This is an optimization exercise on Yosys and OpenROAD, whose aim is small area, a short achievable clock period and few clock cycles per item, not a production implementation.
Function was checked by simulation only, so behaviour that the tests miss may differ from the original.
No activity file was given, so power comes from the tool's default toggle rates.

<file path="design/flow/config.mk">
export PLATFORM = sky130hd
export DESIGN_NAME = wm_enc
export DESIGN_NICKNAME = wm_enc
export VERILOG_FILES = /design/flow/design.v
export SDC_FILE = /design/flow/constraint.sdc
export NUM_CORES = 4
export LEC_CHECK = 0
export CAP_MARGIN = 20
export CORE_MARGIN = 2
export CORE_UTILIZATION = 40
export SLEW_MARGIN = 20
</file>
<file path="design/flow/constraint.sdc">
create_clock -name core_clock -period 10.0 [get_ports {clk}]
set_input_delay 2.0000 -clock core_clock [delete_from_list [all_inputs] [get_ports {clk}]]
set_output_delay 2.0000 -clock core_clock [all_outputs]
set_load 0.01 [all_outputs]
</file>
<file path="design/flow/design.v">
module wm_enc (
    input  wire       clk,
    input  wire       rst,          
    input  wire       wr_en,
    input  wire [7:0] wr_addr,
    input  wire [7:0] wr_data,
    input  wire       start,
    input  wire [8:0] len,          
    input  wire [7:0] window,       
    input  wire [7:0] min_match,    
    output wire       busy,
    output wire       out_valid,
    output wire [7:0] out_data,
    input  wire       out_ready
);
    localparam [1:0] S_IDLE   = 2'd0,
                     S_SETUP  = 2'd1,
                     S_SEARCH = 2'd2,
                     S_EMIT   = 2'd3;
    reg [7:0] mem [0:255];
    reg [1:0] state;
    reg [8:0] n;           
    reg [7:0] w;           
    reg [7:0] m;           
    reg [8:0] pos;         
    reg [8:0] i;           
    reg [8:0] k;           
    reg [8:0] best_len;
    reg [8:0] best_off;
    reg [1:0] bcnt;        
    always @(posedge clk) begin
        if (wr_en && state == S_IDLE)
            mem[wr_addr] <= wr_data;
    end
    wire [8:0] addr_a = i + k;
    wire [8:0] addr_b = pos + k;
    wire [7:0] byte_a = mem[addr_a[7:0]];
    wire [7:0] byte_b = mem[addr_b[7:0]];
    wire extend = (k < 9'd255) && (addr_b < n) && (addr_a < pos) && (byte_a == byte_b);
    wire is_match = (best_len >= {1'b0, m});
    wire [8:0] win_start = (pos > {1'b0, w}) ? (pos - {1'b0, w}) : 9'd0;
    reg [7:0] tok_byte;
    always @(*) begin
        case (bcnt)
            2'd0:    tok_byte = is_match ? 8'h01 : 8'h00;
            2'd1:    tok_byte = is_match ? best_off[7:0] : byte_b;
            default: tok_byte = best_len[7:0];
        endcase
    end
    wire last_byte = is_match ? (bcnt == 2'd2) : (bcnt == 2'd1);
    always @(posedge clk) begin
        if (rst) begin
            state <= S_IDLE;
        end else begin
            case (state)
                S_IDLE: begin
                    if (start) begin
                        n     <= len;
                        w     <= window;
                        m     <= (min_match < 8'd3) ? 8'd3 : min_match;
                        pos   <= 9'd0;
                        state <= S_SETUP;
                    end
                end
                S_SETUP: begin
                    if (pos >= n) begin
                        state <= S_IDLE;
                    end else begin
                        i        <= win_start;
                        k        <= 9'd0;
                        best_len <= 9'd0;
                        best_off <= 9'd0;
                        bcnt     <= 2'd0;
                        state    <= S_SEARCH;
                    end
                end
                S_SEARCH: begin
                    if (i >= pos) begin
                        k     <= 9'd0;
                        state <= S_EMIT;
                    end else if (extend) begin
                        k <= k + 9'd1;
                    end else begin
                        if (k > best_len) begin
                            best_len <= k;
                            best_off <= pos - i;
                        end
                        i <= i + 9'd1;
                        k <= 9'd0;
                    end
                end
                S_EMIT: begin
                    if (out_ready) begin
                        if (last_byte) begin
                            pos   <= pos + (is_match ? best_len : 9'd1);
                            state <= S_SETUP;
                        end else begin
                            bcnt <= bcnt + 2'd1;
                        end
                    end
                end
            endcase
        end
    end
    assign busy      = (state != S_IDLE);
    assign out_valid = (state == S_EMIT);
    assign out_data  = tok_byte;
endmodule
</file>
<file path="design/flow/run.sh">
#!/bin/bash
# synth_recipe.tcl (not shown) runs the flow's synth.tcl, then flattens the netlist and writes it again
# the make line also repeats each setting of config.mk as NAME=value (left out here)
make -C /OpenROAD-flow-scripts/flow DESIGN_CONFIG=/design/flow/config.mk WORK_HOME=/design/flow/orfs CLKGATE_MAP_FILE= SYNTH_SCRIPT=/design/flow/synth_recipe.tcl finish
</file>
==> impl_results.md <==
- Status: complete, no violations
- Cells on worst reg2reg path: 15
- Syn-to-layout area delta: 12.1%
- Yosys warning count: 1
- Wire length per cell: 37.9 um
- Setup TNS: 0 ps
- Met2 Track Usage GR: 40.1%
- CTS H-tree depth: 4
- Total CTS buffers: 218
- CP bufs+invs: 3
- Worst-path cell chain: inv_1, fa_4, buf_4, mux4_2, mux4_2, and2_1, a311oi_1, nand3b_1, nand3_1, mux2_2, nand2_1, o31ai_1, clkdlybuf4s50_1
- Most used routing layer: met2
- Initial antenna violation count: 18
- CP Depth: 13
- Type of the most critical hold path: register to register
- Largest net degree at the start of global routing: 162
- Worst Max-Slew Pin Slew: 1410 ps
- All-Layer GR Usage: 26.6%
- Met1 Resource Use GR: 35.1%
- Grt total ovfl: 0
- CP peak stage delay: 1520 ps
- # clock sinks: 2121
- Lkg Pwr: 36.2 nW
- Syn_nets: 5707
- Initial DRC Count: 8820
- FF-to-FF setup slack: 2180 ps
- Vias: 60700
- Worst VDD drop: 0.221 mV
- Largest area contributor in the netlist: edfxtp_1
- Total wire length: 349 mm
- Relative slew slack: 5.39%
- Die width: 510 um
- GR Util met3: 8.09%
- First-pass GRT wire length: 480 mm
- Clock Path Buffers: 3
- Vias in the first global route: 59300
- Clock Skew: 57.8 ps
- DR DRC count: 0
- Final hold violation count: 0
- Mapped Cells: 5557
- FMAX: 105 MHz
- Worst r2r dst: best_off[6]
- Asr flop ratio synth: 0%
- Final setup violation count: 0
- Synth top area cells: edfxtp_1 (62%), mux4_2 (25%), nand2_1 (1.3%), nor2_1 (1.3%), ha_1 (1.2%)
- Min-delay src: state[0]
- Fin crit share: 95.7%
- Most frequent cells in the layout: edfxtp_1 (2119), mux4_2 (1127), nand2_1 (349)
- GP Congestion: 0.955
- Post-synth EDFFs: 2119
- RR Startpoint: k[0]
- Cell row count: 185
- Pre-antenna DRT Iters: 6
- Pwr/cell area: 232 nW/um2
- Startpoint types: register
- Hold Buf Count CTS: 0
- Number of port buffers: 55
- Drt via density: 6.60
- Setup Fix Bufs, Post-CTS: 0
- Top cell type's share of synthesized area: 62.0%
- Setup CP Type: register to output port
- Post-synthesis average cell area: 18.5 um2
- CP Max Fanout: 29
- Arrival time worst endpoint: 7570 ps
- Core Area: 255000 um2
- Hold_ws: 555 ps
- Top cell by count, worst path: mux4_2
- Period minus WS final: 9570 ps
- Worst-path clk slew: 60 ps
- Initial Util: 40.3%
- Synth cell types: 81
- Worst hold endpoint: state[0]
- Max cap viols: 0
- Die ar.: 261000 um2
- Ys flop type: edfxtp_1
- Clock latency on the worst-skew pair: 920 ps
- Die height: 510 um
- RSZ-0062 raised after global routing: false
- Layout cells sized above 1: 31.8%
- Sequential fraction of the synthesis area: 62.1%
- Most common cell after layout, fill and taps aside: edfxtp_1
- Antenna-violating nets left: 0
- FF+latch count, synth: 2121
- CP top delay family: adder cells
- Slowest-stage cell, CP: fa_4
- Num ports: 56
- Clock root buffer master: clkbuf_16
- Worst Setup End Kind: output port
- Nets: 5795
- CTS tree: yes
- Slew Viols, Final: 0
- Post-DP HPWL: 224 mm
- Post-CTS resize count: 0
- Critical Path RT: 8000 ps
- Post-Syn Area: 103000 um2
- Hold path cells: 2
[worst min-delay path, cell delays in order, from the launching register on]
cell and delay [ps]:
dfxtp_1 330, a21oi_1 120, a311oi_1 50
[layer usage]
metal  vias to the layer above  part of all wire [%]
met1                     32400                    37
met2                      3979                    45
li1                      23500                     -
met4                        10                   5.5
met5                         -                 0.019
met3                       765                    12
[report_power, final]
part / leakage [nW] / total (mW) / switching (mW) / internal (mW)
Clock: 3.48 / 8.36 / 3.61 / 4.75
Sequential: 19.1 / 9.87 / 0.0414 / 9.82
Combinational: 13.6 / 8.49 / 5.41 / 3.08
[cells in the mapped netlist (7+ instances only)]
| master | n |
|---|---|
| edfxtp_1 | 2119 |
| mux4_2 | 1127 |
| nand2_1 | 350 |
| nor2_1 | 347 |
| clkbuf_1 | 183 |
| nand3_1 | 163 |
| buf_2 | 131 |
| ha_1 | 99 |
| mux2i_1 | 93 |
| inv_1 | 83 |
| mux2_2 | 82 |
| a21oi_1 | 75 |
| buf_4 | 65 |
| and3_1 | 58 |
| o22ai_1 | 49 |
| o21ai_0 | 47 |
| nand4_1 | 44 |
| a31oi_1 | 40 |
| buf_1 | 35 |
| a21o_1 | 31 |
| xnor2_1 | 29 |
| a211oi_1 | 26 |
| and2_1 | 22 |
| nand2b_1 | 21 |
| nor3_1 | 20 |
| nor2b_1 | 19 |
| xor2_1 | 18 |
| a311oi_1 | 17 |
| o31ai_1 | 9 |
| a211o_1 | 8 |
| nor4_1 | 8 |
| o21a_1 | 7 |
[metrics by stage]
step	instance area, um2	std cells	total power [mW]	utilization [%]	worst slack (ps)
3_5_place_dp	108000	8786	18.3	42.3	1660
5_1_grt	115000	9186	27.2	45.2	528
6_report	115000	9201	26.7	45.2	434
4_1_cts	115000	9178	26.5	45.1	668
2_1_floorplan	103000	5557	14.8	-	3940
3_3_place_gp	108000	8781	18.3	42.2	1700
[how the worst max path moves through the flow]
stage / from / endpoint / slack (ps)
floorplan: pos[1] / out_data[6] / 3940
global placement: pos[1] / out_data[0] / 1700
detailed placement: pos[1] / out_data[2] / 1660
CTS: pos[1] / out_data[2] / 670
global route: pos[1] / out_data[2] / 530
finish: pos[1] / out_data[2] / 430
[registers in the layout (all words and copies together) (netlist names)]
signal / flops
bcnt: 2
best_len: 9
best_off: 8
i: 9
k: 9
m: 8
mem: 2048
n: 9
pos: 9
state: 2
w: 8
[kinds of logic after synthesis]
group / Yosys count / synth area share [%]
and+or+nand+nor: 1081 / 4.72
AOI/OAI and AO/OA: 391 / 2.59
xor gates and xnor gates: 50 / 0.449
buffers and inverters: 506 / 2.27
adders and majority gates: 104 / 1.31
DFF: 2121 / 62.1
muxes: 1304 / 26.6
[layout make-up]
type / count / area (um2)
well taps: 3366 / 4210
repair buffers: 285 / 2670
inverters: 89 / 350
diodes: 18 / 45.0
clock buffers: 265 / 5650
multi-input cells: 2930 / 36900
clock inverters: 127 / 1550
flip-flops and latches: 2121 / 63700
fillers: 21600 / 140000
Testbench counts, summed over its fixed seeds: cycles 250,208, items 13,160.

-- afterwards: timing with drivers on the ports --
Ports are ideal in the flow. The routed layout listed here was re-timed in OpenROAD.
Step 1, drivers: a clkbuf_16 drives clk and a buf_2 each remaining input, both assumed.
Step 2 times the ports against the registers' clock, not the clock port: input delays grow and output delays shrink by t, the midpoint of the rising clock arrivals with the driver on.
a / b / c = no drivers / after step 1 / after step 2; a / b = the first two.
t, ns: 0.978
setup WS [ns]: 0.434 / 0.343 / 1.322
worst setup path at the end: register to output
clock arrival spread, ns: 0.059 / 0.059
cell pins on the clock port's net: 1
After both steps this run still meets setup and hold. For this run, drivers alone change the setup slack by -0.091 ns; drivers and shift together by +0.888 ns.
